What follows belongs to an exercise in optimizing a design on an open flow for small area, a short achievable clock period and few clock cycles; a production flow would make more cautious choices. Where RTL was checked, it was by simulation tests only, not by an equivalence proof against the original.

==> flow/design.v (excerpt) <==
module pdm_decim (
    input  wire        clk,
    input  wire        rst,         
    input  wire [2:0]  cfg_ratio,   
    input  wire [1:0]  cfg_nch,     
    input  wire        cfg_bord,    
    input  wire [7:0]  cfg_gain,    
    input  wire        in_valid,
    output reg         in_ready,
    input  wire [7:0]  in_data,
    output reg         out_valid,
    input  wire        out_ready,
    output reg  [15:0] out_data,
    output reg  [1:0]  out_chan
);
Size in the first run: ~46 I/O pins, ~73,000 µm² of cells after synthesis.
clock: 12.0 ns
lec_check: 0
cap_margin: 20
core_margin: 2
core_utilization: 40
place_density: 0.6
slew_margin: 20
standard.sh (not shown) runs the stock make flow with config.mk's settings and CLKGATE_MAP_FILE= SYNTH_SCRIPT=/design/flow/synth_recipe.tcl, a recipe that flattens the netlist after the stock synthesis.
==> flow/flow/run.sh <==
#!/bin/bash
# Standard layout, with the resizer free to change a cell's footprint and a
# tighter timing-repair target (setup slack to reach at the design's period).
set -euo pipefail
bash standard.sh MATCH_CELL_FOOTPRINT=0 SETUP_SLACK_MARGIN=8 finish > standard_flow.log 2>&1
Next try:
--- a/flow/flow/run.sh
+++ b/flow/flow/run.sh
@@ -4,2 +4,2 @@
 set -euo pipefail
-bash standard.sh MATCH_CELL_FOOTPRINT=0 SETUP_SLACK_MARGIN=8 finish > standard_flow.log 2>&1
+bash standard.sh MATCH_CELL_FOOTPRINT=0 SETUP_SLACK_MARGIN=7 finish > standard_flow.log 2>&1
After rerunning:
- The changed run completed without violations
- final area drops by 6.9%
- worst hold slack gains 0.047 ns
- fmax drops by 1.1%
- die area stays the same
- routed wire length drops by 5.9%
Function was not checked in any run of this note: the RTL went through the layout flow alone.

JK:
pdm_decim, a different RTL version from the one above (not shown whole).
Size in the first run: roughly 5800 cells after synthesis, ~46 I/O pins, about 0.070 mm² of cells after synthesis.
Settings: LEC_CHECK=0, ABC_CLOCK_PERIOD_IN_PS=3500, CAP_MARGIN=20, CORE_MARGIN=2, CORE_UTILIZATION=40, PLACE_DENSITY=0.6, SETUP_SLACK_MARGIN=5, SLEW_MARGIN=20; clock period 12.0 ns.
run.sh (not shown) runs the stock make flow with config.mk's settings and CLKGATE_MAP_FILE= SYNTH_SCRIPT=/design/flow/synth_recipe.tcl, a recipe that flattens the netlist after the stock synthesis.
Stock flow here: none of the scripts above is used.
The final layout from JK, which completed every stage, passed the timing, DRC and antenna checks at the end of the flow.
Testbench counts of JK, summed over its fixed seeds: cycles 21,972.
Modified inputs, MS compared to JK
- SETUP_SLACK_MARGIN removed (was 5)
==> flow/flow/run.sh (new file) <==
#!/bin/bash
# Standard layout with a tighter timing-repair target: the resizer works until
# every path has this much setup slack at the design's clock period.
set -euo pipefail
bash standard.sh SETUP_SLACK_MARGIN=8 finish > standard_flow.log 2>&1
==> flow/standard.sh (new file) <==
#!/bin/bash
# synth_recipe.tcl (not shown) runs the flow's synth.tcl, then flattens the netlist and writes it again
# the make line also repeats each setting of config.mk as NAME=value (left out here)
make -C /OpenROAD-flow-scripts/flow DESIGN_CONFIG=/design/flow/config.mk WORK_HOME=/design/flow/orfs CLKGATE_MAP_FILE= SYNTH_SCRIPT=/design/flow/synth_recipe.tcl "${@:-finish}"
removed: flow/run.sh
Notes after the runs:
Taking JK as the reference point, the final period utilization of MS falls by 3.5 points. Going from JK to MS, count of non-CTS buffers in the layout up 290%, minimum period implied by the final worst setup slack now sits lower, summed area of non-filler cells in the final layout grew by 0.0092 mm², multi-input gate count saw little to no change. Sort JK and MS by area fraction of clock buffers and clock inverters, ascending, and MS comes first. Compared with JK, MS shows a total wire length that is about 12% higher. The layout from MS, despite a flow that completed every stage, fails the layout checks, with the failing checks listed as antenna rules.

pdm_decim, a different RTL version from the one above (not shown whole).
For scale: ~5900 cells after synthesis, ~1200 flip-flops, ~46 I/O pins, about 0.070 sq mm of cells after synthesis.
Design pdm_decim, start of the top module:
module pdm_decim (
    input  wire        clk,
    input  wire        rst,         
    input  wire [2:0]  cfg_ratio,   
    input  wire [1:0]  cfg_nch,     
    input  wire        cfg_bord,    
    input  wire [7:0]  cfg_gain,    
    input  wire        in_valid,
    output reg         in_ready,
    input  wire [7:0]  in_data,
    output reg         out_valid,
    input  wire        out_ready,
    output reg  [15:0] out_data,
    output reg  [1:0]  out_chan
);
    function [47:0] csa;
        input [23:0] a, b, c;
        csa = {{(a[22:0] & b[22:0]) | (a[22:0] & c[22:0]) | (b[22:0] & c[22:0]), 1'b0},
               a ^ b ^ c};
    endfunction
    function [51:0] csa26;
        input [25:0] a, b, c;
        csa26 = {{(a[24:0] & b[24:0]) | (a[24:0] & c[24:0]) | (b[24:0] & c[24:0]), 1'b0},
                 a ^ b ^ c};
    endfunction
    reg [1:0] c_nch;
    reg       c_bord;
    reg [7:0] c_gain;
  ...
export LEC_CHECK = 0
export CAP_MARGIN = 20
export CORE_MARGIN = 2
export CORE_UTILIZATION = 55
export PLACE_DENSITY = 0.75
export SLEW_MARGIN = 20
create_clock -name core_clock -period 12.0 [get_ports {clk}]
standard.sh (not shown) runs the stock make flow with config.mk's settings and CLKGATE_MAP_FILE= SYNTH_SCRIPT=/design/flow/synth_recipe.tcl, a recipe that flattens the netlist after the stock synthesis.
==> flow/flow/run.sh <==
#!/bin/bash
# Standard layout, with the resizer free to change a cell's footprint and a
# tighter timing-repair target (setup slack to reach at the design's period).
set -euo pipefail
bash standard.sh MATCH_CELL_FOOTPRINT=0 SETUP_SLACK_MARGIN=8 finish > standard_flow.log 2>&1
The starting point went through all stages and came out clean.
Testbench counts at the start, summed over its fixed seeds: cycles 21,972.
Change:
--- a/flow/flow/run.sh
+++ b/flow/flow/run.sh
@@ -5 +5 @@
-bash standard.sh MATCH_CELL_FOOTPRINT=0 SETUP_SLACK_MARGIN=8 finish > standard_flow.log 2>&1
+bash standard.sh MATCH_CELL_FOOTPRINT=0 SETUP_SLACK_MARGIN=7.5 finish > standard_flow.log 2>&1
Result:
- routed wire length drops by a few percent
- cell area drops by a few percent
- die area stays the same
- sequential share of layout area climbs by 1.9 points
- setup slack gets worse by 20 ps
- non-clock buffer count drops by 180
Change:
Settings changed: CORE_UTILIZATION 55 to 65, PLACE_DENSITY 0.75 to 0.85.
After rerunning:
- The changed run completed with no timing, DRC or antenna violations
- sequential share of layout area came out higher by 0.36 points
- die area came out lower by 15%
- via count rose by 3.9%
- critical path depth goes down by 1
- wire length went up by 5.3%
- non-clock buffer count came out lower by 13
- cell count fell by 3.4%
Change:
--- a/flow/flow/run.sh
+++ b/flow/flow/run.sh
@@ -5 +5 @@
-bash standard.sh MATCH_CELL_FOOTPRINT=0 SETUP_SLACK_MARGIN=7.5 finish > standard_flow.log 2>&1
+bash standard.sh MATCH_CELL_FOOTPRINT=0 SETUP_SLACK_MARGIN=7.75 finish > standard_flow.log 2>&1
Settings changed: CORE_UTILIZATION 65 to 55, PLACE_DENSITY 0.85 to 0.75.
Effect: Core utilization shrinks by 9.2 points. Hold slack is better by 15 ps. Cell count rises by about 4.6%. Synthesized area is unchanged. Flip-flop and latch count stays the same. Die area grows by about 18%. Wire length decreases by about 2.5%. Count of clock-buffer cells in the layout goes up by 8. Maximum frequency is higher by 2.2%. Setup slack is better by 97 ps.

[what the ideal ports hide]
The results above use ideal ports. As a check the final layouts listed here were re-extracted and re-timed, cells and wires unchanged. Step 1 assumes that a clkbuf_16 drives the clock port and a buf_2 every other input. Step 2 times the ports against the registers' clock, not the clock port: input delays grow and output delays shrink by t, the midpoint of the rising clock arrivals with the driver on. Slacks: ideal / step 1 / step 2; pairs: ideal / step 1.
| run | t, ns | setup slack, ns | clock arrival spread, ns |
|---|---|---|---|
| the first run of note 1 | 0.841 | 6.930 / 6.930 / 6.930 | 0.078 / 0.079 |
| the second run of note 1 | 0.825 | 6.871 / 6.871 / 6.793 | 0.078 / 0.077 |
| JK | 0.818 | 5.177 / 5.177 / 5.177 | 0.092 / 0.092 |
| MS | 0.806 | 5.600 / 5.600 / 5.600 | 0.079 / 0.079 |
| the first run of note 3 | 0.824 | 7.533 / 7.582 / 6.759 | 0.045 / 0.045 |
| the second run of note 3 | 0.817 | 7.513 / 7.513 / 6.782 | 0.051 / 0.052 |
| the third run of note 3 | 0.797 | 7.444 / 7.444 / 6.761 | 0.038 / 0.038 |
| the fourth run of note 3 | 0.817 | 7.542 / 7.545 / 6.770 | 0.039 / 0.039 |
For the first run of note 3, which loses most, drivers alone change the setup slack by +0.049 ns; drivers and shift together by -0.774 ns.
